What follows belongs to an exercise in optimizing a design on an open flow for small area; a production flow would make more cautious choices. Only simulation tests tie the RTL to the original design; equivalence was not proved. Power is estimated from default activity; no workload was simulated.

<file path="design/flow/config.mk">
export PLATFORM = sky130hd
export DESIGN_NAME = ck16_decode
export DESIGN_NICKNAME = ck16_decode
export VERILOG_FILES = /design/flow/design.v
export SDC_FILE = /design/flow/constraint.sdc
export NUM_CORES = 4
export LEC_CHECK = 0
export CAP_MARGIN = 20
export CORE_MARGIN = 2
export CORE_UTILIZATION = 65
export PLACE_DENSITY = 0.75
export SLEW_MARGIN = 20
</file>
<file path="design/flow/standard.sh">
#!/bin/bash
# synth_recipe.tcl (not shown) runs the flow's synth.tcl, then flattens the netlist and writes it again
# the make line also repeats each setting of config.mk as NAME=value (left out here)
make -C /OpenROAD-flow-scripts/flow DESIGN_CONFIG=/design/flow/config.mk WORK_HOME=/design/flow/orfs CLKGATE_MAP_FILE= SYNTH_SCRIPT=/design/flow/synth_recipe.tcl "${@:-finish}"
</file>
<file path="design/flow/constraint.sdc">
create_clock -name core_clock -period 10.0 [get_ports {clk}]
set_input_delay 2.0000 -clock core_clock [delete_from_list [all_inputs] [get_ports {clk}]]
set_output_delay 2.0000 -clock core_clock [all_outputs]
set_load 0.01 [all_outputs]
</file>
<file path="design/flow/design.v">
module ck16_decode (
    input  wire        clk,
    input  wire        rst,
    input  wire        start,
    input  wire [10:0] win_len,
    input  wire        csum_strict,
    input  wire        end_check,
    output reg         busy,
    output reg         done,
    output wire        mem_rd_en,
    output wire [9:0]  mem_rd_addr,
    input  wire [7:0]  mem_rd_data,
    output reg  [3:0]  result,
    output wire        valid,
    output reg  [7:0]  flags,    
    output wire [7:0]  rec_ncells,
    output reg  [15:0] rec_vmin,
    output reg  [15:0] rec_vmax,
    output wire [15:0] rec_vdelta,
    output wire [31:0] rec_tmos,
    output wire [31:0] rec_tp1,
    output wire [31:0] rec_tp2,
    output reg  [15:0] rec_vpack,
    output wire [31:0] rec_ipack,
    output reg  [7:0]  rec_soc,
    output reg  [5:0]  rec_fixvalid,
    output wire [7:0]  rec_nextra,
    output wire [16:0] rec_cellhdr,
    output wire [16:0] fr_len,
    output wire [31:0] fr_csum,
    output wire [15:0] fr_pend,
    output wire [15:0] fr_xoff,
    output wire [15:0] fr_eoff,
    input  wire [4:0]  cell_sel,
    output wire [23:0] cell_word,
    input  wire [3:0]  xe_sel,
    output wire [31:0] xe_hdr,
    output wire [31:0] xe_value
);
    localparam [3:0] R_OK         = 4'd1;
    localparam [3:0] R_SHORT      = 4'd2;
    localparam [3:0] R_BAD_START  = 4'd3;
    localparam [3:0] R_INCOMPLETE = 4'd4;
    localparam [3:0] R_CSUM_FATAL = 4'd5;
    localparam [3:0] R_NO_PAYLOAD = 4'd6;
    localparam [3:0] R_BAD_END    = 4'd7;
    localparam [3:0] R_NO_CELLS   = 4'd8;
    localparam [4:0] S_IDLE   = 5'd0,
                     S_HDR    = 5'd1,
                     S_LENCHK = 5'd2,
                     S_CSUM   = 5'd3,
                     S_ST1    = 5'd4,
                     S_ST2    = 5'd5,
                     S_END    = 5'd6,
                     S_CB1    = 5'd7,
                     S_CB2    = 5'd8,
                     S_CLOOP  = 5'd9,
                     S_CRD    = 5'd10,
                     S_CWR    = 5'd11,
                     S_FIX    = 5'd12,
                     S_FLOOP  = 5'd13,
                     S_FTAG   = 5'd14,
                     S_FV     = 5'd15,
                     S_XLOOP  = 5'd16,
                     S_XTAG   = 5'd17,
                     S_XDUP   = 5'd18,
                     S_XTXT   = 5'd19,
                     S_XLRD   = 5'd20,
                     S_XLWR   = 5'd21,
                     S_XEND   = 5'd22,
                     S_DONE   = 5'd23;
    function [5:0] fct_lookup;   
        input [7:0] t;
        begin
            case (t)
                8'h86:   fct_lookup = {1'b1, 5'd0};
                8'h9D:   fct_lookup = {1'b1, 5'd1};
                8'hA9:   fct_lookup = {1'b1, 5'd2};
                8'hAB:   fct_lookup = {1'b1, 5'd3};
                8'hAC:   fct_lookup = {1'b1, 5'd4};
                8'hAE:   fct_lookup = {1'b1, 5'd5};
                8'hAF:   fct_lookup = {1'b1, 5'd6};
                8'hC0:   fct_lookup = {1'b1, 5'd7};
                8'h87:   fct_lookup = {1'b1, 5'd8};
                8'h8A:   fct_lookup = {1'b1, 5'd9};
                8'h8B:   fct_lookup = {1'b1, 5'd10};
                8'h8C:   fct_lookup = {1'b1, 5'd11};
                8'h8E:   fct_lookup = {1'b1, 5'd12};
                8'h8F:   fct_lookup = {1'b1, 5'd13};
                8'h90:   fct_lookup = {1'b1, 5'd14};
                8'h91:   fct_lookup = {1'b1, 5'd15};
                8'h92:   fct_lookup = {1'b1, 5'd16};
                8'h93:   fct_lookup = {1'b1, 5'd17};
                8'h94:   fct_lookup = {1'b1, 5'd18};
                8'h95:   fct_lookup = {1'b1, 5'd19};
                8'h96:   fct_lookup = {1'b1, 5'd20};
                8'h97:   fct_lookup = {1'b1, 5'd21};
                8'hAD:   fct_lookup = {1'b1, 5'd22};
                8'hB0:   fct_lookup = {1'b1, 5'd23};
                8'h89:   fct_lookup = {1'b1, 5'd24};
                8'hAA:   fct_lookup = {1'b1, 5'd25};
                8'hB5:   fct_lookup = {1'b1, 5'd26};
                8'hB6:   fct_lookup = {1'b1, 5'd27};
                8'hB2:   fct_lookup = {1'b1, 5'd28};
                8'hB4:   fct_lookup = {1'b1, 5'd29};
                8'hB7:   fct_lookup = {1'b1, 5'd30};
                8'hBA:   fct_lookup = {1'b1, 5'd31};
                default: fct_lookup = 6'd0;
            endcase
        end
    endfunction
    function [7:0] fct_code;
        input [4:0] id;
        begin
            case (id)
                5'd0:  fct_code = 8'h86;
                5'd1:  fct_code = 8'h9D;
                5'd2:  fct_code = 8'hA9;
                5'd3:  fct_code = 8'hAB;
                5'd4:  fct_code = 8'hAC;
                5'd5:  fct_code = 8'hAE;
                5'd6:  fct_code = 8'hAF;
                5'd7:  fct_code = 8'hC0;
                5'd8:  fct_code = 8'h87;
                5'd9:  fct_code = 8'h8A;
                5'd10: fct_code = 8'h8B;
                5'd11: fct_code = 8'h8C;
                5'd12: fct_code = 8'h8E;
                5'd13: fct_code = 8'h8F;
                5'd14: fct_code = 8'h90;
                5'd15: fct_code = 8'h91;
                5'd16: fct_code = 8'h92;
                5'd17: fct_code = 8'h93;
                5'd18: fct_code = 8'h94;
                5'd19: fct_code = 8'h95;
                5'd20: fct_code = 8'h96;
                5'd21: fct_code = 8'h97;
                5'd22: fct_code = 8'hAD;
                5'd23: fct_code = 8'hB0;
                5'd24: fct_code = 8'h89;
                5'd25: fct_code = 8'hAA;
                5'd26: fct_code = 8'hB5;
                5'd27: fct_code = 8'hB6;
                5'd28: fct_code = 8'hB2;
                5'd29: fct_code = 8'hB4;
                5'd30: fct_code = 8'hB7;
                default: fct_code = 8'hBA;
            endcase
        end
    endfunction
    function [4:0] fct_width;
        input [4:0] id;
        begin
            if (id[4:3] == 2'b00)
                fct_width = 5'd1;
            else if (id[4:3] != 2'b11)
                fct_width = 5'd2;
            else if (id[2] == 1'b0)
                fct_width = 5'd4;
            else case (id[1:0])
                2'd0:    fct_width = 5'd10;
                2'd1:    fct_width = 5'd8;
                2'd2:    fct_width = 5'd15;
                default: fct_width = 5'd24;
            endcase
        end
    endfunction
    function [17:0] add18;
        input [17:0] a;
        input [17:0] b;
        input        ci;
        integer j;
        reg c;
        begin
            c = ci;
            for (j = 0; j < 18; j = j + 1) begin
                add18[j] = a[j] ^ b[j] ^ c;
                c = (a[j] & b[j]) | (c & (a[j] ^ b[j]));
            end
        end
    endfunction
    function lt18;   
        input [17:0] a;
        input [17:0] b;
        integer j;
        reg l;
        begin
            l = 1'b0;
            for (j = 0; j < 18; j = j + 1)
                l = (~a[j] & b[j]) | (~a[j] & l) | (b[j] & l);    
            lt18 = l;
        end
    endfunction
    reg [4:0]  state;
    reg        pend;           
    reg [4:0]  k;              
    reg [10:0] off;            
    reg        strict_q;
    reg        endchk_q;
    reg [7:0]  tmp;
    reg [15:0] lenf;
    reg [15:0] acc;
    reg [15:0] stcs;
    reg [15:0] cellhdr;
    reg [4:0]  ncell;
    reg [2:0]  fk;
    reg [16:0] tmos_q, tp1_q, tp2_q, ipack_q;
    reg [8:0]  xoff_q;
    reg [4:0]  nx;
    reg [4:0]  xid;
    reg        hit;
    reg [1:0]  xl;
    reg [4:0]  xlen;
    reg        xprint;
    reg [3:0]  tl0, tl1, tl2;
    reg [4:0]  tl3;
    reg [4:0]  cc;             
    reg [3:0]  xc;             
    reg [24*24-1:0] cring;
    reg [16*21-1:0] xring;
    reg [8*16-1:0]  uring;
    integer i;
    wire idle = (state == S_IDLE);
    wire [7:0] rd = mem_rd_data;
    wire reads = (state == S_HDR)  || (state == S_CSUM) || (state == S_ST1) ||
                 (state == S_ST2)  || (state == S_END)  || (state == S_CB1) ||
                 (state == S_CB2)  || (state == S_CRD)  || (state == S_FTAG) ||
                 (state == S_FV)   || (state == S_XTAG) || (state == S_XTXT) ||
                 ((state == S_XLRD) && (k != 5'd0));
    wire [10:0] base = (state == S_HDR) ? 11'd0 : off;
    assign mem_rd_en   = reads && !pend;
    wire [17:0] addr_s = add18({8'd0, base[9:0]}, {13'd0, k}, 1'b0);
    assign mem_rd_addr = addr_s[9:0];
    wire [17:0] kinc_s = add18({13'd0, k}, 18'd1, 1'b0);
    wire [4:0]  kinc   = kinc_s[4:0];
    wire [4:0]  xw;
    wire [1:0]  fw;
    reg  [10:0] cmpc;
    reg  [10:0] xwm2;          
    always @* begin
        if (xid[4:3] == 2'b00)
            xwm2 = 11'h7FF;
        else if (xid[4:3] != 2'b11)
            xwm2 = 11'd0;
        else if (xid[2] == 1'b0)
            xwm2 = 11'd2;
        else case (xid[1:0])
            2'd0:    xwm2 = 11'd8;
            2'd1:    xwm2 = 11'd6;
            2'd2:    xwm2 = 11'd13;
            default: xwm2 = 11'd22;
        endcase
    end
    always @* begin
        case (state)
            S_LENCHK: cmpc = 11'h7FE;                   
            S_CSUM:   cmpc = 11'd3;
            S_CLOOP:  cmpc = 11'd0;
            S_FLOOP:  cmpc = fw[1] ? 11'd0 : 11'h7FF;
            S_XDUP:   cmpc = xwm2;
            default:  cmpc = 11'd7;
        endcase
    end
    wire [17:0] x_s = add18({7'd0, off}, {7'd0, cmpc}, 1'b0);
    wire        ltE = lt18({7'd0, x_s[10:0]}, {7'd0, lenf[10:0]});
    reg  [4:0]  step;
    always @* begin
        case (state)
            S_CWR:   step = 5'd2;
            S_FV:    step = {3'd0, fw};
            S_XDUP,
            S_XLWR:  step = xw;
            default: step = 5'd0;
        endcase
    end
    wire [17:0] oadv_s = add18({7'd0, off}, {13'd0, step}, 1'b1);
    wire [10:0] oadv   = oadv_s[10:0];
    wire [17:0] cc_s  = add18({13'd0, cc}, 18'd1, 1'b0);
    wire [4:0]  cc_nx = (cc == 5'd23) ? 5'd0 : cc_s[4:0];
    wire [15:0] wb = idle ? 16'd0 : {tmp, rd};
    wire        lshort = lt18({2'd0, lenf}, 18'd260);
    wire        is_tmp = (fk != 3'd4);
    wire [16:0] fx     = (!is_tmp && lshort) ? {2'b0, tmp[6:0], rd} : {1'b0, tmp, rd};
    wire [16:0] fkc    = is_tmp ? 17'd100 : (lshort ? 17'd0 : 17'd10000);
    wire        fneg   = is_tmp ? lt18(18'd100, {2'd0, tmp, rd}) : (lshort ? !tmp[7] : 1'b1);
    wire [17:0] fsub   = add18({1'b0, fkc}, ~{1'b0, fx}, 1'b1);
    wire [16:0] fdec   = fneg ? fsub[16:0] : fx;
    wire [16:0] fbus   = idle ? 17'd0 : fdec;
    assign      fw     = (fk == 3'd5) ? 2'd1 : 2'd2;
    wire [23:0] c_tail = cring[23*24 +: 24];
    wire        cwe    = (state == S_CWR) && (cc_nx == ncell);
    wire [15:0] mv     = {c_tail[7:0], tmp};
    wire        vmax_z = (rec_vmax == 16'd0);
    wire [20:0] x_tail = xring[15*21 +: 21];
    wire [15:0] u_tail = uring[7*16 +: 16];
    assign      xw     = fct_width(xid);
    wire        xtext  = (xid[4:2] == 3'b111);
    wire        xwide  = (xid[4:3] == 2'b11);
    wire [17:0] xc_s   = add18({14'd0, xc}, 18'd1, 1'b0);
    wire [3:0]  xc1    = xc_s[3:0];
    wire        xwe    = (state == S_XLWR) && !xl[1] && (xc1 == nx[3:0]);
    wire        uwe    = (state == S_XLWR) &&  xl[1] && (xc1[2:0] == xid[2:0]);
    wire        jvalid = lt18({14'd0, xc1}, {13'd0, nx});
    wire        hitnow = hit || (jvalid && (x_tail[20:16] == xid));
    wire [5:0]  lk     = fct_lookup(rd);
    wire        prt    = (rd >= 8'h20) && (rd <= 8'h7E);
    wire [17:0] xlen_s = add18({13'd0, xlen}, 18'd0, xprint && prt);
    wire [4:0]  xlen_n = xlen_s[4:0];
    wire [17:0] nc1_s  = add18({13'd0, ncell}, 18'd1, 1'b0);
    wire [17:0] nc3_s  = add18({12'd0, nc1_s[4:0], 1'b0}, {13'd0, nc1_s[4:0]}, 1'b0);   
    wire        cdone  = lt18({10'd0, cellhdr[15:8]}, nc3_s);
    wire [17:0] bc13_s = add18({10'd0, cellhdr[15:8]}, 18'd13, 1'b0);
    wire [17:0] nx1_s  = add18({13'd0, nx}, 18'd1, 1'b0);
    wire [17:0] fk1_s  = add18({15'd0, fk}, 18'd1, 1'b0);
    wire [17:0] acc_s  = add18({2'd0, acc}, {10'd0, rd}, 1'b0);
    wire [17:0] xw3_s  = add18({13'd0, xw}, ~18'd3, 1'b1);
    always @(posedge clk) begin
        if (rst) begin
            cc <= 5'd0;
            xc <= 4'd0;
        end else begin
            cc <= cc_nx;
            xc <= xc1;
        end
        pend <= !rst && reads && !pend;
        hit  <= (state == S_XDUP) && hitnow && (k[3:0] != 4'd15);
        cring <= {cring[0 +: 23*24], cwe ? {c_tail[15:0], tmp} : c_tail};
        xring <= {xring[0 +: 15*21],
                  (xwe && xl[0]) ? xid : x_tail[20:16],
                  xwe ? {x_tail[7:0], tmp} : x_tail[15:0]};
        uring <= {uring[0 +: 7*16], uwe ? {u_tail[7:0], tmp} : u_tail};
    end
    always @(posedge clk) begin
        if (rst) begin
            state <= S_IDLE;
            busy  <= 1'b0;
            done  <= 1'b0;
        end else if (idle) begin
            if (start) begin
                busy     <= 1'b1;
                done     <= 1'b0;
                strict_q <= csum_strict;
                endchk_q <= end_check;
                off      <= win_len;
                k        <= 5'd0;
                result       <= 4'd0;
                flags        <= 8'd0;
                ncell        <= 5'd0;
                nx           <= 5'd0;
                rec_vmin     <= 16'd5000;
                rec_vmax     <= wb;
                tmos_q       <= fbus;
                tp1_q        <= fbus;
                tp2_q        <= fbus;
                ipack_q      <= fbus;
                rec_vpack    <= wb;
                rec_soc      <= wb[7:0];
                rec_fixvalid <= 6'd0;
                cellhdr      <= wb;
                lenf         <= wb;
                stcs         <= wb;
                acc          <= wb;
                xoff_q       <= wb[8:0];
                if (lt18({7'd0, win_len}, 18'd20)) begin
                    result <= R_SHORT;
                    state  <= S_DONE;
                end else begin
                    state <= S_HDR;
                end
            end
        end else if (reads && !pend) begin
        end else begin
            case (state)
                S_HDR: begin
                    k <= kinc;
                    case (k[1:0])
                        2'd0: if (rd != 8'h4E) begin result <= R_BAD_START; state <= S_DONE; end
                        2'd1: if (rd != 8'h57) begin result <= R_BAD_START; state <= S_DONE; end
                        2'd2: tmp <= rd;
                        default: begin
                            lenf  <= wb;
                            state <= S_LENCHK;
                        end
                    endcase
                end
                S_LENCHK: begin
                    if (lenf[15:11] != 5'd0 || ltE) begin
                        result <= R_INCOMPLETE;
                        state  <= S_DONE;
                    end else begin
                        off <= 11'd0;
                        if (lenf[10:2] != 9'd0 || lenf[1:0] == 2'd3) begin
                            k     <= 5'd0;
                            state <= S_CSUM;
                        end else begin
                            k     <= {3'd0, lenf[1:0]};    
                            state <= S_ST1;
                        end
                    end
                end
                S_CSUM: begin
                    acc <= acc_s[15:0];
                    if (!ltE) begin
                        k     <= 5'd3;
                        state <= S_ST1;
                    end else begin
                        off <= oadv;
                    end
                end
                S_ST1: begin
                    tmp   <= rd;
                    k     <= kinc;
                    state <= S_ST2;
                end
                S_ST2: begin
                    stcs <= wb;
                    if ({tmp, rd} != acc)
                        flags[0] <= 1'b1;
                    if ({tmp, rd} != acc && strict_q) begin
                        result <= R_CSUM_FATAL;
                        state  <= S_DONE;
                    end else if (lt18({7'd0, lenf[10:0]}, 18'd19)) begin
                        result <= R_NO_PAYLOAD;
                        state  <= S_DONE;
                    end else if (endchk_q) begin
                        k     <= 5'd0;
                        state <= S_END;
                    end else begin
                        off   <= 11'd11;
                        k     <= 5'd1;
                        state <= S_CB1;
                    end
                end
                S_END: begin
                    if (rd != 8'h68) begin
                        result <= R_BAD_END;
                        state  <= S_DONE;
                    end else begin
                        off   <= 11'd11;
                        k     <= 5'd1;
                        state <= S_CB1;
                    end
                end
                S_CB1: begin
                    tmp   <= rd;              
                    k     <= 5'd0;
                    state <= S_CB2;
                end
                S_CB2: begin
                    cellhdr <= wb;            
                    if (rd != 8'h79)
                        flags[1] <= 1'b1;
                    off   <= 11'd13;
                    state <= S_CLOOP;
                end
                S_CLOOP: begin
                    k <= 5'd0;
                    if (cdone) begin
                        state <= S_FIX;
                    end else if (ncell == 5'd24) begin
                        flags[2] <= 1'b1;
                        state    <= S_FIX;
                    end else if (!ltE) begin
                        flags[3] <= 1'b1;
                        state    <= S_FIX;
                    end else begin
                        state <= S_CRD;
                    end
                end
                S_CRD: begin
                    tmp   <= rd;
                    state <= S_CWR;
                end
                S_CWR: begin
                    if (cwe) begin
                        if (k == 5'd2) begin
                            if (lt18({2'd0, rec_vmax}, {2'd0, mv}))
                                rec_vmax <= mv;
                            if (mv != 16'd0 && (vmax_z || lt18({2'd0, mv}, {2'd0, rec_vmin})))
                                rec_vmin <= mv;
                            ncell <= nc1_s[4:0];
                            off   <= oadv;
                            state <= S_CLOOP;
                        end else begin
                            k     <= kinc;
                            state <= S_CRD;
                        end
                    end
                end
                S_FIX: begin
                    off <= bc13_s[10:0];
                    if (ncell != 5'd0 && vmax_z)
                        rec_vmin <= 16'd0;
                    fk    <= 3'd0;
                    state <= S_FLOOP;
                end
                S_FLOOP: begin
                    k <= 5'd0;
                    if (fk == 3'd6) begin
                        xoff_q <= off[8:0];
                        state  <= S_XLOOP;
                    end else if (ltE) begin
                        state <= S_FTAG;
                    end else begin
                        fk <= fk1_s[2:0];
                    end
                end
                S_FTAG: begin
                    if (rd == {5'b10000, fk}) begin
                        k     <= 5'd1;
                        state <= S_FV;
                    end else begin
                        fk    <= fk1_s[2:0];
                        state <= S_FLOOP;
                    end
                end
                S_FV: begin
                    if (fk != 3'd5 && k == 5'd1) begin
                        tmp <= rd;
                        k   <= 5'd2;
                    end else begin
                        case (fk)
                            3'd0: tmos_q    <= fbus;
                            3'd1: tp1_q     <= fbus;
                            3'd2: tp2_q     <= fbus;
                            3'd3: rec_vpack <= wb;
                            3'd4: ipack_q   <= fbus;
                            default: rec_soc <= wb[7:0];
                        endcase
                        rec_fixvalid[fk] <= 1'b1;
                        off   <= oadv;
                        fk    <= fk1_s[2:0];
                        state <= S_FLOOP;
                    end
                end
                S_XLOOP: begin
                    k <= 5'd0;
                    if (ltE && !nx[4])
                        state <= S_XTAG;
                    else
                        state <= S_XEND;
                end
                S_XTAG: begin
                    if (!lk[5]) begin
                        flags[6] <= 1'b1;
                        off      <= oadv;
                        state    <= S_XLOOP;
                    end else begin
                        xid   <= lk[4:0];
                        state <= S_XDUP;
                    end
                end
                S_XDUP: begin
                    k   <= kinc;
                    if (k[3:0] == 4'd15) begin
                        if (hitnow) begin
                            flags[7] <= 1'b1;
                            off      <= oadv;
                            state    <= S_XLOOP;
                        end else if (!ltE) begin
                            flags[5] <= 1'b1;
                            state    <= S_XEND;
                        end else if (xtext) begin
                            k      <= 5'd1;
                            xlen   <= 5'd0;
                            xprint <= 1'b1;
                            state  <= S_XTXT;
                        end else begin
                            xl    <= xwide ? 2'd3 : 2'd1;
                            k     <= xwide ? 5'd1 : {4'd0, xw[1]};
                            state <= S_XLRD;
                        end
                    end
                end
                S_XTXT: begin
                    xlen <= xlen_n;
                    if (!prt)
                        xprint <= 1'b0;
                    if (k == xw) begin
                        case (xid[1:0])
                            2'd0: tl0 <= xlen_n[3:0];
                            2'd1: tl1 <= xlen_n[3:0];
                            2'd2: tl2 <= xlen_n[3:0];
                            default: tl3 <= xlen_n;
                        endcase
                        xl    <= 2'd3;
                        k     <= xw3_s[4:0];
                        state <= S_XLRD;
                    end else begin
                        k <= kinc;
                    end
                end
                S_XLRD: begin
                    tmp   <= (k == 5'd0) ? 8'd0 : rd;
                    state <= S_XLWR;
                end
                S_XLWR: begin
                    if (xwe || uwe) begin
                        if (xl == 2'd0) begin
                            nx    <= nx1_s[4:0];
                            off   <= oadv;
                            state <= S_XLOOP;
                        end else begin
                            xl    <= {xl[1] & xl[0], ~xl[0]};
                            k     <= kinc;
                            state <= S_XLRD;
                        end
                    end
                end
                S_XEND: begin
                    if (nx[4] && ltE)
                        flags[4] <= 1'b1;
                    result <= (ncell != 5'd0) ? R_OK : R_NO_CELLS;
                    state  <= S_DONE;
                end
                S_DONE: begin
                    busy  <= 1'b0;
                    done  <= 1'b1;
                    state <= S_IDLE;
                end
                default: state <= S_IDLE;
            endcase
        end
    end
    wire reached3 = (result[3:1] != 3'b001);                            
    wire reached5 = (result == R_OK) || (result == R_BAD_END) || (result == R_NO_CELLS);
    wire reached7 = (result == R_OK) || (result == R_NO_CELLS);
    assign valid       = (result == R_OK);
    assign rec_ncells  = {3'd0, ncell};
    assign rec_nextra  = {3'd0, nx};
    wire [17:0] vd_s   = add18({2'd0, rec_vmax}, ~{2'd0, rec_vmin}, 1'b1);
    wire [17:0] pe_s   = add18({8'd0, lenf[9:0]}, ~18'd7, 1'b1);
    assign rec_vdelta  = vmax_z ? 16'd0 : vd_s[15:0];
    assign rec_tmos    = {{15{tmos_q[16]}}, tmos_q};
    assign rec_tp1     = {{15{tp1_q[16]}}, tp1_q};
    assign rec_tp2     = {{15{tp2_q[16]}}, tp2_q};
    assign rec_ipack   = {{15{ipack_q[16]}}, ipack_q};
    assign rec_cellhdr = {reached7, cellhdr};
    assign fr_len      = {reached3, lenf};
    assign fr_csum     = {stcs, acc};
    assign fr_pend     = reached5 ? {6'd0, pe_s[9:0]} : 16'd0;
    assign fr_xoff     = {7'd0, xoff_q};
    assign fr_eoff     = reached7 ? {5'd0, off} : 16'd0;
    wire [17:0] cdiff = add18({13'd0, cc}, ~{13'd0, cell_sel}, 1'b1);
    wire [17:0] cfix  = add18({13'd0, cdiff[4:0]}, 18'd24, 1'b0);
    wire [4:0]  cp    = cdiff[5] ? cfix[4:0] : cdiff[4:0];
    reg [23:0] cmux;
    always @* begin
        cmux = 24'd0;
        for (i = 0; i < 24; i = i + 1)
            cmux = cmux | ({24{cp == i[4:0]}} & cring[i*24 +: 24]);
    end
    assign cell_word = lt18({13'd0, cell_sel}, {13'd0, ncell}) ? cmux : 24'd0;
    wire [17:0] xp_s = add18({14'd0, xc}, ~{14'd0, xe_sel}, 1'b1);
    wire [3:0]  xp   = xp_s[3:0];
    reg  [20:0] xm;
    always @* begin
        xm = 21'd0;
        for (i = 0; i < 16; i = i + 1)
            xm = xm | ({21{xp == i[3:0]}} & xring[i*21 +: 21]);
    end
    wire [4:0]  rid  = xm[20:16];
    wire [17:0] up_s = add18({15'd0, xc[2:0]}, ~{15'd0, rid[2:0]}, 1'b1);
    wire [2:0]  up   = up_s[2:0];
    reg  [15:0] um;
    always @* begin
        um = 16'd0;
        for (i = 0; i < 8; i = i + 1)
            um = um | ({16{up == i[2:0]}} & uring[i*16 +: 16]);
    end
    wire        xv    = lt18({14'd0, xe_sel}, {13'd0, nx});
    wire        rtext = (rid[4:2] == 3'b111);
    wire        rwide = (rid[4:3] == 2'b11);
    reg  [4:0]  rtl;
    always @* begin
        case (rid[1:0])
            2'd0:    rtl = {1'b0, tl0};
            2'd1:    rtl = {1'b0, tl1};
            2'd2:    rtl = {1'b0, tl2};
            default: rtl = tl3;
        endcase
    end
    assign xe_hdr   = xv ? {3'd0, rtext ? rtl : 5'd0, 3'd0, fct_width(rid), 7'd0, rtext, fct_code(rid)} : 32'd0;
    assign xe_value = xv ? {rwide ? um : 16'd0, xm[15:0]} : 32'd0;
endmodule
</file>
<file path="design/flow/flow/run.sh">
#!/bin/bash
# Standard ORFS layout with two changes: the port buffers are the smallest
# buffer (buf_1), and CTS uses the given clock buffers and sink clusters
# without dummy balancing loads. Full tool output goes to flow_make.log
# here; ORFS's per-step logs stay under orfs/logs.
set -euo pipefail
bash standard.sh \
  "BUFFER_PORTS_ARGS=-buffer_cell sky130_fd_sc_hd__buf_1" \
  "CTS_ARGS=-sink_clustering_enable -repair_clock_nets -dont_use_dummy_load -buf_list {sky130_fd_sc_hd__clkbuf_16} -sink_clustering_size 30 -sink_clustering_max_diameter 80" \
  finish > flow_make.log 2>&1
</file>
==> impl_results.md, run 1 <==
- Critical path arrival: 7460 ps
- DIE AREA: 74,600 um^2
- Seq/Total Area, Yosys: 0.631
- Vias: 33,400
- Remaining antenna violation count: 0
- Area occupied by multi-input gates: 15,700 um^2
- CTS max path bufs: 3
- Crit path to: xe_value[18]
- Clock Sinks: 1,342
- Initial antenna violation count: 13
- Global-route wire length before repair: 201 mm
- Final Hold Fails: 0
- Reg2reg path depth: 25
- Pre-CTS WS: 598 ps
- Crit path launch: xe_sel[0]
- CTS resizes: 0
- Fmax achieved: 0.106 GHz
- DR WL/cell: 26.1 um
- Final setup vio count: 0
- Top-area cell type share of the netlist area: 0.450
- Leak Pwr: 0.0185 uW
- CTS HTree Levels: 2
- Worst Skew: 94.9 ps
- Setup TNS: 0 ps
- Met2 GRT Util: 0.554
- FF/Latch Area: 29,700 um^2
- CTS Root Cell: clkbuf_16
- Hold Path Class: reg2reg
- DP Wirelength: 92.3 mm
- Gr ovfl total: 0
- Cells after synthesis: 3,917
- Power per cell area: 229 nW/um^2
- Setup WS post-layout: 542 ps
- EDFF count, synth: 284
- Ys flop type: dfxtp_1
- RR Startpoint: state[0]$_SDFFE_PP0P_
- Ranking of synthesized cells by area: dfxtp_1 45%, edfxtp_1 18%, a22oi_1 3.2%
- Die X: 273 um
- Xor/xnor share of the synthesized area: 0.0103
- Asr flop ratio synth: 0
- Routability-driven placement congestion ratio: 1.03
- Most frequent cells in the layout: 1,058 x dfxtp_1, 445 x buf_1, 284 x edfxtp_1
- Post-synthesis mux area share: 0.0211
- Commonest non-fill, non-tap cell in the layout: dfxtp_1
- Vias in the first global route: 32,400
- Via/cell ratio: 6.44
- Final period util: 0.946
- Top Usage Layer GRT: met2
- Number of setup buffers added after CTS: 0
- Cell Area, Synth: 47,100 um^2
- Die Y: 273 um
- Synth Area in Compound Gates: 0.136
- I/O Pins: 483
- Largest net degree at the start of global routing: 59
- DRT Pass-1 Iters: 9
- Worst path required time: 8000 ps
- Post-CTS Hold Buffers: 0
- Worst setup SP type: input port
- Rows: 98
- Clock Latency Late Sink: 660 ps
- WS Path Type: in2out
- Clock-pin slew on the worst setup and hold paths: 110 ps
- Met1 usage: 0.484
- Starting density of the core: 0.658
- CP max FO: 41
- Reg2Reg Setup Slack: 1280 ps
- Synth area leader: dfxtp_1
- Status: finished clean
- Drt total wl: 135 mm
- Crit path time final: 9460 ps
- Peak VDD IR: 199 uV
- CTS tree: built
- Final #Nets: 4,426
- Average size of a mapped cell: 12.0 um^2
- Critical R2R Capture: k[4]$_SDFFCE_PP0P_
- Core area: 71,600 um^2
- GRT Resource Usage Total: 0.354
- Fin. max-slew vios: 0
- Post-synthesis adder-cell area fraction: 0.0527
- Total CTS buffers: 54
- Initial DRC count: 3,991
- Fillcell total: 5,222
- Max Cap Violations: 0
- Relative slew slack: 0.231
- Share of cells above drive strength 1: 0.0661
- Syn-to-layout area delta: 8.02%
- DRC violations left: 0
- Distinct cells, synth: 92
- Main combinational cell family by area after synthesis: compound AO/OA/AOI/OAI gates
- Met3 GRT Util: 0.0673
- Simple-gate share of the synthesized area: 0.103
- IO buf count: 445
- Yosys reg bits: 1,342
- RSZ-0062 raised after global routing: no
- Worst-Margin Slew: 1150 ps
- Yosys Warn Count: 1
- Worst setup EP type: output pin
[worst max-delay path, cell delays in order]
cell and delay, ps:
buf_1 100, ha_1 140, inv_1 50, fa_1 380
fa_1 430, xnor3_1 420, nand3_1 350, o2111ai_1 200
nor4_4 550, inv_1 300, fa_1 510, xor2_1 510
xnor2_4 290, buf_4 500, mux2i_1 260, a32oi_1 60
and3_1 250, buf_1 130
[state kept, by name, indices dropped and copies added, names as in the netlist, 17 cells and up]
register	flops
uring	128
tp1_q	17
cring	576
xring	336
tp2_q	17
tmos_q	17
ipack_q	17
[worst min-delay path by stage]
| stage | cells after the start | slack [ps] | to | startpoint |
|---|---|---|---|---|
| finish | 0 | 320 | cring[170]$_DFF_P_ | cring[146]$_DFF_P_ |
| global route | 0 | 330 | cring[170]$_DFF_P_ | cring[146]$_DFF_P_ |
| CTS | 0 | 320 | cring[170]$_DFF_P_ | cring[146]$_DFF_P_ |
| detailed placement | 0 | 340 | uring[99]$_DFF_P_ | uring[83]$_DFF_P_ |
| global placement | 0 | 330 | uring[29]$_DFF_P_ | uring[13]$_DFF_P_ |
| floorplan | 0 | 320 | uring[54]$_DFF_P_ | uring[38]$_DFF_P_ |
[power breakdown]
part	internal, uW	leakage (uW)	switching [uW]	total, uW
logic	867	0.00669	2030	2900
registers	5970	0.0111	274	6240
clock network	970	0.000665	1550	2520
[logic make-up (layout without fill, tap and decap cells)]
| kind of cell | after synthesis | count (layout) |
|---|---|---|
| compound gates | 852 | 852 |
| xor+xnor | 51 | 51 |
| fa+ha+maj | 167 | 167 |
| buf+inv | 467 | 747 |
| flops | 1342 | 1342 |
| mux | 89 | 89 |
| other cells | 1 | 39 |
| simple gates | 948 | 948 |
[metrics by stage]
stage | instance area, um^2 | instances | hold WS (ps) | power, uW | util
after floorplan | 47200 | 3953 | 323 | 8040 | -
after global placement | 49500 | 5127 | 331 | 9120 | 0.691
after detailed placement | 49500 | 5127 | 336 | 9160 | 0.691
after CTS | 50800 | 5181 | 323 | 11600 | 0.710
after global routing | 50900 | 5184 | 329 | 12100 | 0.710
final | 50900 | 5185 | 319 | 11700 | 0.710
[Yosys cell counts, types with 64 or more instances]
| library cell | instances |
|---|---|
| a221oi_1 | 121 |
| nand4_1 | 108 |
| a22oi_1 | 198 |
| edfxtp_1 | 284 |
| ha_1 | 103 |
| inv_1 | 154 |
| nor2_1 | 227 |
| a21oi_1 | 87 |
| clkbuf_1 | 169 |
| dfxtp_1 | 1058 |
| nor3_1 | 64 |
| nand2_1 | 191 |
| and2_1 | 73 |
| nand3_1 | 78 |
| buf_4 | 101 |
| o21ai_0 | 67 |
| a22o_1 | 117 |
| a31oi_1 | 68 |
[layer usage]
| layer | vias up | part of all wire | wire length, um |
|---|---|---|---|
| met5 | - | 0.00035 | 47 |
| met4 | 8 | 0.045 | 6140 |
| met1 | 16500 | 0.41 | 55200 |
| met3 | 335 | 0.092 | 12400 |
| met2 | 1774 | 0.45 | 61500 |
| li1 | 14800 | - | - |
[cell type report]
cell class | instances | share of cell area
antenna | 2 | 0.0000984
clock buffer | 54 | 0.0266
inverter | 156 | 0.0115
multi-input combinational | 2144 | 0.308
sequential | 1342 | 0.584
tap | 950 | 0.0234
timing repair buffer | 537 | 0.0466
==> run 2: changes to the inputs <==
--- a/design/flow/config.mk
+++ b/design/flow/config.mk
@@ -5,8 +5,8 @@
 export SDC_FILE = /design/flow/constraint.sdc
 export NUM_CORES = 4
 export LEC_CHECK = 0
-export CAP_MARGIN = 20
+export CAP_MARGIN = 5
 export CORE_MARGIN = 2
 export CORE_UTILIZATION = 65
 export PLACE_DENSITY = 0.75
-export SLEW_MARGIN = 20
+export SLEW_MARGIN = 5
==> run 2 against run 1 <==
Effect of this change:
- still clean
- combinational power is essentially flat
- maximum frequency is 0.12% lower
- hold slack improved by 1.5 ps
- setup slack got worse by 11 ps
- via count grew 0.22%
- clock power is essentially flat
- utilization barely moved
- die area did not move
- wire length is essentially flat
- first-iteration DRC count up 0.25%
- sequential power about the same
- synthesized cell count unchanged
==> impl_results.md, run 2 <==
- Via/cell ratio: 6.45 (+0.24%)
- Leak Pwr: 0.0185 uW (about the same)
- Rows: 98 (unchanged)
- Setup WS post-layout: 531 ps (-11.2 ps)
- Simple-gate share of the synthesized area: 0.103 (unchanged)
- Final Non-Filler Cells: 5,184 (-0.019%)
- Distinct cells, synth: 92 (unchanged)
- Yosys reg bits: 1,342 (unchanged)
- Post-CTS Hold Buffers: 0 (unchanged)
- GRT Resource Usage Total: 0.354 (unchanged)
- Number of setup buffers added after CTS: 0 (unchanged)
- Largest net degree at the start of global routing: 59 (unchanged)
- Gr ovfl total: 0 (unchanged)
- Core area: 71,600 um^2 (unchanged)
- CTS tree: built
- Xor/xnor share of the synthesized area: 0.0103 (unchanged)
- Worst path cell trace: buf_1, ha_1, inv_1, fa_1, fa_1, xnor3_1, nand3_1, o2111ai_1, nor4_4, inv_1, fa_1, xor2_1, xnor2_4, buf_4, mux2i_1, a32oi_1, and3_1, buf_1
- Hold Path Class: reg2reg
- Fin. max-slew vios: 0 (unchanged)
- Drt total wl: 135 mm (about the same)
- Clock Latency Late Sink: 660 ps (about the same)
- Reg2Reg Setup Slack: 1240 ps (-40 ps)
- Seq/Total Area, Yosys: 0.631 (unchanged)
- Regs by FF count: cring: 576 flops, xring: 336 flops, uring: 128 flops
- CP max FO: 41 (unchanged)
- Area occupied by multi-input gates: 15,700 um^2 (about the same)
- Asr flop ratio synth: 0 (unchanged)
- DRC violations left: 0 (unchanged)
- Dpl cells: 5,127 (unchanged)
- Post-synthesis adder-cell area fraction: 0.0527 (unchanged)
- Die Y: 273 um (unchanged)
- I/O Pins: 483 (unchanged)
- Pre-CTS WS: 598 ps (unchanged)
- Top-area cell type share of the netlist area: 0.450 (unchanged)
- WS Path Type: in2out
- Clock-pin slew on the worst setup and hold paths: 100 ps (about the same)
- Final Hold Fails: 0 (unchanged)
- Max Cap Violations: 0 (unchanged)
- Fmax achieved: 0.106 GHz (-0.12%)
- Initial DRC count: 4,001 (+0.25%)
- Dominant cell type by count on the critical path: fa_1
- Peak VDD IR: 198 uV (-0.33%)
- Ranking of synthesized cells by area: dfxtp_1 45%, edfxtp_1 18%, a22oi_1 3.2%
- Starting density of the core: 0.658 (unchanged)
- Final period util: 0.947 (+0.00112)
- Die X: 273 um (unchanged)
- Worst-Margin Slew: 1250 ps (+97.8 ps)
- Post-route design area: 50,800 um^2 (about the same)
- Largest register by flop count: cring
- Worst path required time: 8000 ps (about the same)
- Synth cell count leaders: 1,058 x dfxtp_1, 284 x edfxtp_1, 227 x nor2_1
- Critical R2R Capture: fk[0]$_SDFFCE_PN0P_
- Synth area leader: dfxtp_1
- Final #Nets: 4,424 (-0.045%)
- Vias in the first global route: 32,400 (unchanged)
- Critical path's slowest cell: nor4_4
- Total CTS buffers: 54 (unchanged)
- Cell Area, Synth: 47,100 um^2 (unchanged)
- Main combinational cell family by area after synthesis: compound AO/OA/AOI/OAI gates
- Most frequent cells in the layout: 1,058 x dfxtp_1, 445 x buf_1, 284 x edfxtp_1
- Most common cell in the netlist: dfxtp_1
- Routability-driven placement congestion ratio: 1.03 (unchanged)
- RR Startpoint: xid[3]$_DFFE_PP_
- Worst setup SP type: input port
- RSZ-0062 raised after global routing: no
- Global-route wire length before repair: 201 mm (unchanged)
- Fin util: 0.710 (about the same)
- Crit path to: xe_value[18]
- Critical path arrival: 7470 ps (about the same)
- CTS max path bufs: 3 (unchanged)
- DRT Pass-1 Iters: 10 (+1)
- Relative slew slack: 0.164 (-0.0679)
- FF/Latch Area: 29,700 um^2 (unchanged)
- Vias: 33,500 (+0.22%)
- Final setup vio count: 0 (unchanged)
- CTS Root Cell: clkbuf_16
- Crit path time final: 9470 ps (+11.2 ps)
- Share of cells above drive strength 1: 0.0657 (-0.000441)
- DIE AREA: 74,600 um^2 (unchanged)
- Worst setup EP type: output pin
- IO buf count: 445 (unchanged)
- Worst Skew: 98.0 ps (+3.17 ps)
- Syn-to-layout area delta: 7.96% (about the same)
- Status: finished clean
- Cells after synthesis: 3,917 (unchanged)
- DR WL/cell: 26.1 um (about the same)
- Post-synthesis mux area share: 0.0211 (unchanged)
- Power per cell area: 229 nW/um^2 (about the same)
- Initial antenna violation count: 13 (unchanged)
- EDFF count, synth: 284 (unchanged)
- Max incr delay on CP: 550 ps (about the same)
- Ys flop type: dfxtp_1
- DP Wirelength: 92.3 mm (unchanged)
- Dpl cell area: 49,500 um^2 (unchanged)
- Commonest non-fill, non-tap cell in the layout: dfxtp_1
- Crit path launch: xe_sel[0]
- CTS HTree Levels: 2 (unchanged)
- Synth Area in Compound Gates: 0.136 (unchanged)
- Reg2reg path depth: 22 (-12%)
- Yosys Warn Count: 1 (unchanged)
- Remaining antenna violation count: 0 (unchanged)
- Number of flip-flops in the largest register: 576 (unchanged)
- CTS resizes: 0 (unchanged)
- Average size of a mapped cell: 12.0 um^2 (unchanged)
- Fillcell total: 5,222 (unchanged)
- Setup TNS: 0 ps (unchanged)
- Clock Sinks: 1,342 (unchanged)
run 2: cell counts after synthesis:
Identical to the previous run, type by type.
run 2: final cells by class:
cell class / instances / share of cell area
multi-input cells: 2144 / 0.308
repair buffers: 535 / 0.0461
diodes: 3 / 0.000148
flip-flops and latches: 1342 / 0.584
well taps: 950 / 0.0234
clock buffers: 54 / 0.0266
inverters: 156 / 0.0115
run 2: how the worst min path moves through the flow:
stage / startpoint / endpoint / slack (ps) / depth (start not counted)
floorplan: uring[38]$_DFF_P_ / uring[54]$_DFF_P_ / 320 / 0
global placement: uring[13]$_DFF_P_ / uring[29]$_DFF_P_ / 330 / 0
detailed placement: uring[83]$_DFF_P_ / uring[99]$_DFF_P_ / 340 / 0
CTS: cring[146]$_DFF_P_ / cring[170]$_DFF_P_ / 320 / 0
global route: cring[146]$_DFF_P_ / cring[170]$_DFF_P_ / 330 / 0
finish: cring[146]$_DFF_P_ / cring[170]$_DFF_P_ / 320 / 0
run 2: per-layer routing:
metal	up-vias	GRT usage	part of all wire
li1	14800	-	-
met1	16500	0.484	0.40
met2	1836	0.554	0.46
met3	338	0.0673	0.094
met4	8	0.150	0.046
met5	-	0	0.00035
run 2: through the flow:
stage | total power (uW) | hold slack, ps
finish | 11700 | 320
floorplan | 8040 | 323
global placement | 9120 | 331
detailed placement | 9160 | 336
global route | 12100 | 329
CTS | 11600 | 323
run 2: report_power, final:
| part | internal, uW | leakage (uW) | switching [uW] |
|---|---|---|---|
| logic | 864 | 0.00668 | 2030 |
| registers | 5970 | 0.0111 | 275 |
| clock network | 970 | 0.000665 | 1550 |
| total | 7800 | 0.0185 | 3850 |
run 2: cells by family after synthesis:
| group | Yosys count |
|---|---|
| AOI/OAI and AO/OA | 852 |
| xor gates and xnor gates | 51 |
| adders and majority gates | 167 |
| DFF | 1342 |
| buffers and inverters | 467 |
| other | 1 |
| muxes | 89 |
| and+or+nand+nor | 948 |
run 2: critical path: cells and delay by family:
kind,cells,cell delay (ps)
xor gates and xnor gates,3,1220
buffers and inverters,5,1100
AOI/OAI and AO/OA,2,270
muxes,1,260
and+or+nand+nor,3,1140
adders and majority gates,4,1460
==> run 3: changes to the inputs <==
--- a/design/flow/flow/run.sh
+++ b/design/flow/flow/run.sh
@@ -6,5 +6,5 @@
 set -euo pipefail
 bash standard.sh \
   "BUFFER_PORTS_ARGS=-buffer_cell sky130_fd_sc_hd__buf_1" \
-  "CTS_ARGS=-sink_clustering_enable -repair_clock_nets -dont_use_dummy_load -buf_list {sky130_fd_sc_hd__clkbuf_16} -sink_clustering_size 30 -sink_clustering_max_diameter 80" \
+  "CTS_ARGS=-sink_clustering_enable -repair_clock_nets -dont_use_dummy_load -buf_list {sky130_fd_sc_hd__clkbuf_8} -sink_clustering_size 20 -sink_clustering_max_diameter 60" \
   finish > flow_make.log 2>&1
==> run 3 against run 2 <==
Effect of this change:
- highest routed layer unchanged
- non-clock buffer count stayed put
- first-iteration DRC count down 2.1%
- setup slack gained 17 ps
- wire length up 0.33%
- critical endpoint unchanged
- die area stayed put
==> impl_results.md, run 3 <==
- Status: finished clean
- Most common cell in the netlist: dfxtp_1
- Synth cell count leaders: 1,058 x dfxtp_1, 284 x edfxtp_1, 227 x nor2_1
- Vias in the first global route: 32,600 (+0.47%)
- Crit path time final: 9450 ps (-16.8 ps)
- Worst path required time: 8000 ps (about the same)
- Worst-Margin Slew: 1220 ps (-33.7 ps)
- Setup TNS: 0 ps (unchanged)
- Initial DRC count: 3,915 (-2.1%)
- Power per cell area: 227 nW/um^2 (-0.97%)
- Ys flop type: dfxtp_1
- Seq/Total Area, Yosys: 0.631 (unchanged)
- Max incr delay on CP: 570 ps (+20 ps)
- Top-area cell type share of the netlist area: 0.450 (unchanged)
- Die X: 273 um (unchanged)
- Fin. max-slew vios: 0 (unchanged)
- Worst setup EP type: output pin
- Commonest non-fill, non-tap cell in the layout: dfxtp_1
- DR WL/cell: 26.0 um (-0.30%)
- Fin util: 0.708 (-0.00215)
- CTS HTree Levels: 3 (+1)
- Cells after synthesis: 3,917 (unchanged)
- Gr ovfl total: 0 (unchanged)
- WS Path Type: in2out
- DP Wirelength: 92.3 mm (unchanged)
- Initial antenna violation count: 8 (-5)
- Clock Sinks: 1,342 (unchanged)
- Worst Skew: 107 ps (+8.94 ps)
- Met3 GRT Util: 0.0750 (+0.00772)
- Remaining antenna violation count: 0 (unchanged)
- Peak VDD IR: 179 uV (-9.4%)
- Regs by FF count: cring: 576 flops, xring: 336 flops, uring: 128 flops
- Worst path cell trace: buf_1, ha_1, inv_1, fa_1, fa_1, xor3_1, nand3_1, o2111ai_1, nor4_4, inv_1, fa_1, xor2_1, xnor2_4, buf_4, mux2i_1, a32oi_1, and3_1, buf_1
- Worst hold margin: 288 ps (-32.0 ps)
- Top Usage Layer GRT: met2
- Yosys reg bits: 1,342 (unchanged)
- Relative slew slack: 0.186 (+0.0226)
- Syn-to-layout area delta: 7.64%
- Ranking of synthesized cells by area: dfxtp_1 45%, edfxtp_1 18%, a22oi_1 3.2%
- Met2 GRT Util: 0.552 (-0.00253)
- Reg2Reg Setup Slack: 1200 ps (-40 ps)
- Post-route design area: 50,700 um^2 (-0.30%)
- DRC violations left: 0 (unchanged)
- GRT Resource Usage Total: 0.355 (+0.00181)
- CP top delay family: adder cells
- Starting density of the core: 0.658 (unchanged)
- RSZ-0062 raised after global routing: no
- Worst setup SP type: input port
- CTS Root Cell: clkbuf_8
- Dominant cell type by count on the critical path: fa_1
- CTS resizes: 0 (unchanged)
- Via/cell ratio: 6.44 (-0.16%)
- Critical path's slowest cell: nor4_4
- Routability-driven placement congestion ratio: 1.03 (unchanged)
- Clock-pin slew on the worst setup and hold paths: 110 ps (about the same)
- Global-route wire length before repair: 201 mm (+0.26%)
- Dpl cell area: 49,500 um^2 (unchanged)
- Largest register by flop count: cring
- Met1 usage: 0.486 (+0.00192)
- EDFF count, synth: 284 (unchanged)
- Die Y: 273 um (unchanged)
- Number of flip-flops in the largest register: 576 (unchanged)
- Number of buffers and inverters on the critical path: 5 (unchanged)
- Fmax achieved: 0.106 GHz (+0.18%)
- Core area: 71,600 um^2 (unchanged)
- DRT Pass-1 Iters: 8 (-2)
- Critical path arrival: 7450 ps (-20 ps)
- IO buf count: 445 (unchanged)
- Final setup vio count: 0 (unchanged)
- I/O Pins: 483 (unchanged)
- Share of cells above drive strength 1: 0.0729 (+0.00723)
- Drt total wl: 136 mm (+0.33%)
- Vias: 33,600 (+0.48%)
- Total CTS buffers: 87 (+61%)
- Leak Pwr: 0.0184 uW (-0.22%)
- Most frequent cells in the layout: 1,058 x dfxtp_1, 445 x buf_1, 284 x edfxtp_1
- Largest net degree at the start of global routing: 59 (unchanged)
- DIE AREA: 74,600 um^2 (unchanged)
- Rows: 98 (unchanged)
- CTS max path bufs: 3 (unchanged)
- Number of setup buffers added after CTS: 0 (unchanged)
- Post-CTS Hold Buffers: 0 (unchanged)
- CTS tree: built
- Clock Latency Late Sink: 750 ps (+90 ps)
- Asr flop ratio synth: 0 (unchanged)
- Cell Area, Synth: 47,100 um^2 (unchanged)
- Hold Path Class: reg2reg
- Final #Nets: 4,457 (+0.75%)
- Average size of a mapped cell: 12.0 um^2 (unchanged)
- CP max FO: 41 (unchanged)
- Distinct cells, synth: 92 (unchanged)
- Max Cap Violations: 0 (unchanged)
- Final Hold Fails: 0 (unchanged)
- Synth area leader: dfxtp_1
- Yosys Warn Count: 1 (unchanged)
- Final period util: 0.945 (-0.00168)
run 3: area by class of cell:
type	instances	area (um^2)
tap	950	1190
inverter	156	586
antenna	3	7.51
timing repair buffer	535	2350
fill	5280	20900
multi-input combinational	2144	15700
clock buffer	87	1200
sequential	1342	29700
run 3: path summary, 6_finish.rpt:
check / start / end / cells after the start
hold reg to reg: cring[196]$_DFF_P_ / cring[220]$_DFF_P_ / 0
setup reg to reg: xid[3]$_DFFE_PP_ / fk[1]$_SDFFCE_PN0P_ / 22
setup / recovery: xe_sel[0] / xe_value[18] / 18
hold / removal: cring[196]$_DFF_P_ / cring[220]$_DFF_P_ / 0
run 3: where the power goes:
group          internal (uW)  switching [uW]  total (uW)
Sequential              5970             275        6250
Clock                    784            1580        2370
Combinational            864            2030        2900
run 3: cells by family after synthesis:
family,count (synthesis),share of synthesized area
other cells,1,0.0000796
mux,89,0.0211
fa+ha+maj,167,0.0527
flops,1342,0.631
simple gates,948,0.103
xor+xnor,51,0.0103
buf+inv,467,0.0460
compound gates,852,0.136
run 3: routing by layer:
metal,routed length [um],vias to the layer above
met5,26,-
met4,6400,4
met3,12600,353
met2,61000,1840
met1,55600,16500
li1,-,14900
run 3: worst register-to-register path: cells and delay by family (launching register included):
kind | cells | cell delay (ps)
AO/OA/AOI/OAI | 5 | 2450
adder cells (fa/ha/maj) | 10 | 3800
buffers and inverters | 3 | 510
flip-flops | 1 | 630
AND/OR/NAND/NOR | 4 | 1030
run 3: metrics by stage:
| stage | setup slack, ps | std cells | total power, uW |
|---|---|---|---|
| after global placement | 739 | 5127 | 9120 |
| final | 548 | 5217 | 11500 |
| after floorplan | 978 | 3953 | 8040 |
| after detailed placement | 598 | 5127 | 9160 |
| after CTS | 593 | 5214 | 11400 |
| after global routing | 217 | 5215 | 11900 |
==> run 4: changes to the inputs <==
==> design/flow/config.mk (replaced) <==
export PLATFORM = sky130hd
export DESIGN_NAME = ck16_decode
export DESIGN_NICKNAME = ck16_decode
export VERILOG_FILES = /design/flow/design.v
export SDC_FILE = /design/flow/constraint.sdc
export NUM_CORES = 4
export LEC_CHECK = 0
export CAP_MARGIN = 0
export CORE_MARGIN = 2
export CORE_UTILIZATION = 55
export PLACE_DENSITY = 0.7
export SLEW_MARGIN = 0
==> run 4 against run 3 <==
Effect of this change:
- still clean
- via count shrank 1.6%
- critical path depth shrank 2
- global-route usage down 4.6 points
- final area grew 0.68%
- clock power is 2% higher
- register-to-register slack better by 120 ps
- setup slack better by 48 ps
- combinational power is essentially flat
- wire length grew 2.3%
- critical path type unchanged
- largest cell class unchanged
==> impl_results.md, run 4 <==
- Initial antenna violation count: 10 (+2)
- Die X: 297 um (+8.6%)
- Regs by FF count: cring: 576 flops, xring: 336 flops, uring: 128 flops
- IO buf count: 445 (unchanged)
- Post-synthesis adder-cell area fraction: 0.0527 (unchanged)
- EDFF count, synth: 284 (unchanged)
- Largest register by flop count: cring
- Initial DRC count: 3,459 (-12%)
- GRT Resource Usage Total: 0.309 (-0.0463)
- Clock group share of total power: 0.208 (+0.002)
- Clock Latency Late Sink: 780 ps (+30 ps)
- Routability-driven placement congestion ratio: 1.01 (-2.6%)
- Worst setup SP type: input port
- Core area: 85,000 um^2 (+19%)
- Asr flop ratio synth: 0 (unchanged)
- Average size of a mapped cell: 12.0 um^2 (unchanged)
- Switching share of power: 0.338 (about the same)
- Peak VDD IR: 160 uV (-11%)
- Gate power share: 0.252 (about the same)
- Gr ovfl total: 0 (unchanged)
- CTS resizes: 0 (unchanged)
- Max Cap Violations: 0 (unchanged)
- Ys flop type: dfxtp_1
- Fillcell total: 6,981 (+32%)
- Internal: 7660 uW (+0.59%)
- DRT Pass-1 Iters: 6 (-2)
- Remaining antenna violation count: 0 (unchanged)
- I/O Pins: 483 (unchanged)
- Starting density of the core: 0.554 (-0.104)
- CTS Root Cell: clkbuf_8
- Cell Area, Synth: 47,100 um^2 (unchanged)
- Worst path cell trace: buf_1, ha_1, inv_1, fa_1, fa_1, xnor3_1, nand3_1, o2111ai_1, nor4_4, inv_1, fa_1, nor2b_1, a221o_1, nand2_1, a21oi_1, buf_1
- Yosys Warn Count: 1 (unchanged)
- Worst setup EP type: output pin
- Worst hold margin: 284 ps (-4.15 ps)
- Final setup vio count: 0 (unchanged)
- Status: finished clean
- Synth area leader: dfxtp_1
- Die Y: 297 um (+8.6%)
- Number of setup buffers added after CTS: 0 (unchanged)
- Final #Nets: 4,456 (-0.022%)
- CP max FO: 23 (-44%)
- Vias: 33,100 (-1.6%)
- Crit path time final: 9400 ps (-48.1 ps)
- P_sw: 3920 uW (+0.73%)
- Rows: 107 (+9.2%)
- Top-area cell type share of the netlist area: 0.450 (unchanged)
- Hold Path Class: reg2reg
- Number of buffers and inverters on the critical path: 4 (-1)
- Worst Skew: 101 ps (-6.18 ps)
- Power per cell area: 227 nW/um^2 (about the same)
- Post-CTS Hold Buffers: 0 (unchanged)
- Synth cell count leaders: 1,058 x dfxtp_1, 284 x edfxtp_1, 227 x nor2_1
- Vias in the first global route: 31,900 (-2.1%)
- Clock Sinks: 1,342 (unchanged)
- Ranking of synthesized cells by area: dfxtp_1 45%, edfxtp_1 18%, a22oi_1 3.2%
- RSZ-0062 raised after global routing: no
- Most common cell in the netlist: dfxtp_1
- Flop pwr share: 0.540 (-0.003)
- Largest net degree at the start of global routing: 54 (-8.5%)
- Clock-pin slew on the worst setup and hold paths: 110 ps (about the same)
- Distinct cells, synth: 92 (unchanged)
- Dominant cell type by count on the critical path: fa_1
- Critical path arrival: 7400 ps (-50 ps)
- Post-synthesis mux area share: 0.0211 (unchanged)
- Final period util: 0.940 (-0.00481)
- Final Hold Fails: 0 (unchanged)
- CTS HTree Levels: 3 (unchanged)
- DIE AREA: 88,000 um^2 (+18%)
- Setup TNS: 0 ps (unchanged)
- Syn-to-layout area delta: 8.36%
- Most frequent cells in the layout: 1,058 x dfxtp_1, 445 x buf_1, 284 x edfxtp_1
- Global-route wire length before repair: 203 mm (+0.88%)
- Worst-Margin Slew: 1200 ps (-13.4 ps)
- WS Path Type: in2out
- DRC violations left: 0 (unchanged)
- Total CTS buffers: 90 (+3.4%)
- Leak Pwr: 0.0185 uW (about the same)
- DP Wirelength: 94.3 mm (+2.2%)
- DR WL/cell: 25.6 um (-1.4%)
- CP top delay family: simple AND/OR/NAND/NOR gates
- Cells after synthesis: 3,917 (unchanged)
- Yosys reg bits: 1,342 (unchanged)
- Simple-gate share of the synthesized area: 0.103 (unchanged)
- Via/cell ratio: 6.11 (-5.1%)
- CTS max path bufs: 3 (unchanged)
- Fin. max-slew vios: 0 (unchanged)
- Worst path required time: 8000 ps (about the same)
- Drt total wl: 139 mm (+2.3%)
- Fmax achieved: 0.106 GHz (+0.51%)
- CTS tree: built
- Relative slew slack: 0.195 (+0.00895)
- Seq/Total Area, Yosys: 0.631 (unchanged)
- Number of flip-flops in the largest register: 576 (unchanged)
- Share of cells above drive strength 1: 0.0725 (-0.000452)
- Xor/xnor share of the synthesized area: 0.0103 (unchanged)
- Main combinational cell family by area after synthesis: compound AO/OA/AOI/OAI gates
- Commonest non-fill, non-tap cell in the layout: dfxtp_1
- Max incr delay on CP: 840 ps (+270 ps)
- Synth Area in Compound Gates: 0.136 (unchanged)
- Critical path's slowest cell: fa_1
-- run 4: routing by layer --
| metal | share of wire | GRT usage |
|---|---|---|
| met5 | 0.00035 | 0 |
| met3 | 0.090 | 0.0650 |
| met1 | 0.41 | 0.417 |
| met4 | 0.042 | 0.133 |
| met2 | 0.46 | 0.485 |
-- run 4: area by class of cell --
class,instances,area [um^2],share of cell area
tap,1144,1430,0.0280
multi-input combinational,2144,15700,0.308
inverter,156,586,0.0115
timing repair buffer,531,2340,0.0459
clock buffer,90,1240,0.0243
sequential,1342,29700,0.582
antenna,5,12.5,0.000245
-- run 4: power by group through the flow --
stage               Clock (uW)  Sequential (uW)  Combinational [uW]
floorplan                    0             6340                1700
global placement             0             6370                2820
detailed placement           0             6370                2850
CTS                       2440             6250                2870
global route              2620             6280                3140
finish                    2410             6260                2920
-- run 4: worst paths after layout --
path / start / endpoint / slack [ps] / depth (start not counted)
worst max-delay path: xe_sel[0] / xe_value[26] / 600 / 16
worst min-delay path: xring[59]$_DFF_P_ / xring[80]$_DFF_P_ / 280 / 0
worst max register to register: state[0]$_SDFFE_PP0P_ / xprint$_DFFE_PP_ / 1320 / 24
worst min register to register: xring[59]$_DFF_P_ / xring[80]$_DFF_P_ / 280 / 0
-- run 4: metrics by stage --
stage,instances,worst slack (ps),utilization,total power (uW),cell area (um^2)
final,5412,596,0.600,11600,51000
after detailed placement,5317,633,0.586,9220,49800
after floorplan,3953,978,-,8040,47200
after global placement,5317,774,0.586,9180,49800
after global routing,5409,254,0.600,12000,51000
after CTS,5407,629,0.600,11600,51000
-- run 4: kinds of logic (layout without fill, tap and decap cells) --
group	Yosys count	after routing
fa+ha+maj	167	167
simple gates	948	948
xor+xnor	51	51
mux	89	89
other cells	1	42
compound gates	852	852
buf+inv	467	777
flops	1342	1342

==> separate check: timing with driven ports <==
The results above use ideal ports. As a check the final layouts listed here were re-extracted and re-timed, cells and wires unchanged. Step 1 sets driving cells, clkbuf_16 on the clock port and buf_2 on the other inputs (assumed; they add their load-dependent delay and slew). Step 2 also shifts input and output timing later by t, the mid clock arrival at the registers, as if the neighbouring blocks saw the same clock. Slacks: ideal ports / drivers / drivers and shift; pairs: ideal ports / drivers.
run	shift t [ns]	slack for setup (ns)	worst setup path after step 2
run 1	0.685	0.542 / 0.520 / 0.520	input to output
run 2	0.684	0.531 / 0.509 / 0.509	input to output
run 3	0.762	0.548 / 0.526 / 0.526	input to output
run 4	0.792	0.596 / 0.570 / 0.573	input to output
After both steps setup and hold are still met in every run listed. For run 4, which loses most, drivers alone change the setup slack by -0.026 ns; drivers and shift together by -0.023 ns.
